This is an optimization exercise on Yosys and OpenROAD, whose aim is small area, a short achievable clock period and few clock cycles, not a production implementation.
In this exercise RTL edits were held to simulation tests only and were not proved equivalent to the original.

## fm_demod
module fm_demod (
    input  wire        clk,
    input  wire        rst,
    input  wire        cfg_valid,
    output wire        cfg_ready,
    input  wire [15:0] cfg_d,
    input  wire [15:0] cfg_alpha,
    input  wire        in_valid,
    output wire        in_ready,
    input  wire [7:0]  in_i,
    input  wire [7:0]  in_q,
    output reg         out_valid,
    output reg  [15:0] out_pcm
);
    localparam [15:0] REGMASK = 16'b0111111111111110;
    localparam integer NSTG = 14;       
    localparam integer DCYC = 8;        
    localparam integer FB   = 2;        
    localparam integer FCYC = 9;        
    localparam integer WGAP = (DCYC + 1 > FCYC + 1) ? DCYC + 1 : FCYC + 1;
    localparam integer PIPE = 5 + NSTG;             
    localparam integer BUSY = PIPE + 3;    
    localparam integer BCW  = (BUSY < 32) ? 5 : (BUSY < 64) ? 6 : 7;
    reg [15:0] alpha_c;     
    reg [15:0] dv;          
    reg [17:0] d3;          
    reg [15:0] rc;          
    reg [3:0]  gap;         
    reg        in_rdy, cfg_rdy, cfg1, cfg2;
    reg [BCW-1:0] bc;          
    assign in_ready  = in_rdy;
    assign cfg_ready = cfg_rdy;
    wire acc_in  = in_valid & in_rdy;
    wire acc_cfg = cfg_valid & cfg_rdy;
    wire        last_now  = (rc == 16'd1);
    wire [15:0] dv_fix    = (dv == 16'd0) ? 16'd1 : dv;
    wire [3:0]  gap_inc   = (gap == 4'd15) ? 4'd15 : gap + 4'd1;
    wire nl_acc  = last_now ? (dv == 16'd1) : (rc == 16'd2);
    wire rdy_idle = !last_now || (gap_inc >= WGAP);
    wire rdy_acc2 = last_now ? (!nl_acc || (1 >= WGAP))
                             : (!nl_acc || (gap_inc >= WGAP));
    wire rdy_cfg1 = (dv_fix != 16'd1) || (gap_inc >= WGAP);
  ...
Size: roughly 1300 flip-flops, about 71 I/O pins.
Settings: LEC_CHECK=0, CAP_MARGIN=20, CORE_MARGIN=2, CORE_UTILIZATION=40, CTS_CLUSTER_DIAMETER=100, CTS_CLUSTER_SIZE=20, SLEW_MARGIN=20; clock period 12.0 ns.
standard.sh (not shown) runs the stock make flow with config.mk's settings and CLKGATE_MAP_FILE= SYNTH_SCRIPT=/design/flow/synth_recipe.tcl, a recipe that flattens the netlist after the stock synthesis.
==> flow/flow/run.sh <==
#!/bin/bash
# The standard layout (the standard.sh: standard synthesis, floorplan,
# placement, CTS, routing), with ORFS's repair_timing asked to keep 8.2 ns of
# setup slack at the 12 ns clock, so that it sizes and buffers the paths down
# towards a 3.8 ns period instead of stopping once the 12 ns clock is met.
set -euo pipefail
export SETUP_SLACK_MARGIN=8.2
bash standard.sh finish > standard_make.log 2>&1
test -s out/final.def
The starting point completed with no timing, DRC or antenna violations.
Testbench counts at the start, summed over its fixed seeds: cycles 40,833.
==> next run, changes <==
==> flow/flow/run.sh (replaced) <==
#!/bin/bash
# The standard layout (the standard.sh: standard synthesis, floorplan,
# placement, CTS, routing), with ORFS's repair_timing asked to keep 8 ns of
# setup slack at the 12 ns clock, so that it sizes and buffers the paths down
# towards a 4 ns period instead of stopping once the 12 ns clock is met.
set -euo pipefail
export SETUP_SLACK_MARGIN=8
bash standard.sh finish > standard_make.log 2>&1
test -s out/final.def
- CTS_CLUSTER_DIAMETER: 100 -> 150
Utilization decreases by 0.75 points.
Worst hold slack got worse by 0.014 ns.
Via count decreases by 0.92%.


fm_demod, a different RTL version from the one above (not shown whole).
Size in the first run: ~9300 cells after synthesis, about 1300 flip-flops, roughly 71 I/O pins, roughly 85000 um2 of cells after synthesis.
export LEC_CHECK = 0
export CAP_MARGIN = 20
export CORE_MARGIN = 2
export CORE_UTILIZATION = 55
export CTS_CLUSTER_DIAMETER = 100
export CTS_CLUSTER_SIZE = 20
export SLEW_MARGIN = 20
create_clock -name core_clock -period 12.0 [get_ports {clk}]
==> flow/flow/run.sh <==
#!/bin/bash
# The standard layout (the standard.sh: standard synthesis, floorplan,
# placement, CTS, routing), with ORFS's repair_timing asked to keep 8 ns of
# setup slack at the 12 ns clock, so that it sizes and buffers the paths down
# towards a 4 ns period instead of stopping once the 12 ns clock is met.
set -euo pipefail
export SETUP_SLACK_MARGIN=8
bash standard.sh finish > standard_make.log 2>&1
test -s out/final.def
The starting point went through all stages and came out clean.
Testbench counts at the start, summed over its fixed seeds: cycles 40,880.
==> next run, changes <==
--- a/flow/config.mk
+++ b/flow/config.mk
@@ -8,5 +8,5 @@
 export CAP_MARGIN = 20
 export CORE_MARGIN = 2
-export CORE_UTILIZATION = 55
+export CORE_UTILIZATION = 40
 export CTS_CLUSTER_DIAMETER = 100
 export CTS_CLUSTER_SIZE = 20
=> The new run passed the timing, design-rule and antenna checks; critical path depth is unchanged; first-iteration DRC count went down by 8.4%; non-clock buffer count went down by 1.
==> next run, changes <==
==> flow/flow/run.sh (replaced) <==
#!/bin/bash
# The standard layout (the standard.sh: standard synthesis, floorplan,
# placement, CTS, routing), with ORFS's repair_timing asked to keep 8.5 ns of
# setup slack at the 12 ns clock, so that it sizes and buffers the paths down
# towards a 3.5 ns period instead of stopping once the 12 ns clock is met.
set -euo pipefail
export SETUP_SLACK_MARGIN=8.5
bash standard.sh finish > standard_make.log 2>&1
test -s out/final.def
The new run finished with timing, DRC and antenna clean.
Setup slack gets better by 0.13 ns.
Area after synthesis stays the same.
Cell count increases by 1.7%.
==> next run, changes <==
==> flow/flow/run.sh (replaced) <==
#!/bin/bash
# The standard layout (the standard.sh: standard synthesis, floorplan,
# placement, CTS, routing), with ORFS's repair_timing asked to keep 8 ns of
# setup slack at the 12 ns clock, so that it sizes and buffers the paths down
# towards a 4 ns period instead of stopping once the 12 ns clock is met.
set -euo pipefail
export SETUP_SLACK_MARGIN=8
bash standard.sh finish > standard_make.log 2>&1
test -s out/final.def
--- a/flow/config.mk
+++ b/flow/config.mk
@@ -6,8 +6,8 @@
 export NUM_CORES = 4
 export LEC_CHECK = 0
-export CAP_MARGIN = 20
+export CAP_MARGIN = 0
 export CORE_MARGIN = 2
 export CORE_UTILIZATION = 40
 export CTS_CLUSTER_DIAMETER = 100
 export CTS_CLUSTER_SIZE = 20
-export SLEW_MARGIN = 20
+export SLEW_MARGIN = 0
The changed run produced a clean layout.
Synthesized area does not change.
Die area stays the same.
Routed wire length went down by 4.0%.
Cell area came out lower by 4.2%.
Utilization came out lower by 1.9 points.
Setup slack degrades by 0.11 ns.
Cell count shrinks by 1.7%.
Clock-buffer cell count increases by 1.
Clock skew decreases by 0.012 ns.
Worst hold slack gains 0.0071 ns.

==> what the ideal ports hide <==
The results above use ideal ports. As a check the final layouts listed here were re-extracted and re-timed, cells and wires unchanged. Step 1 (the two cells are an assumption about what drives the block):
set clk [get_ports {clk}]
set_driving_cell -lib_cell sky130_fd_sc_hd__clkbuf_16 $clk
set_driving_cell -lib_cell sky130_fd_sc_hd__buf_2 [delete_from_list [all_inputs] $clk]
Step 2, shift: input delay + t, output delay - t, t = (earliest + latest rising clock arrival at the registers) / 2. This alone moves slack from input paths to output paths. Three values: ideal ports, drivers, drivers and shift; two values: the first two.
run | t, ns | setup WS [ns] | cell pins on the clock port's net
the first run of note 1 | 0.782 | 8.091 / 8.091 / 7.685 | 1
the second run of note 1 | 0.784 | 8.078 / 8.002 / 7.421 | 1
the first run of note 2 | 0.778 | 8.076 / 8.076 / 7.499 | 1
the second run of note 2 | 0.792 | 8.145 / 8.134 / 7.460 | 1
the third run of note 2 | 0.786 | 8.274 / 8.274 / 7.864 | 1
the fourth run of note 2 | 0.793 | 8.160 / 8.130 / 7.438 | 1
After both steps setup and hold are still met in every run listed. The setup slack of the fourth run of note 2, which loses most, moves by -0.030 ns with the drivers and by -0.722 ns with both steps.
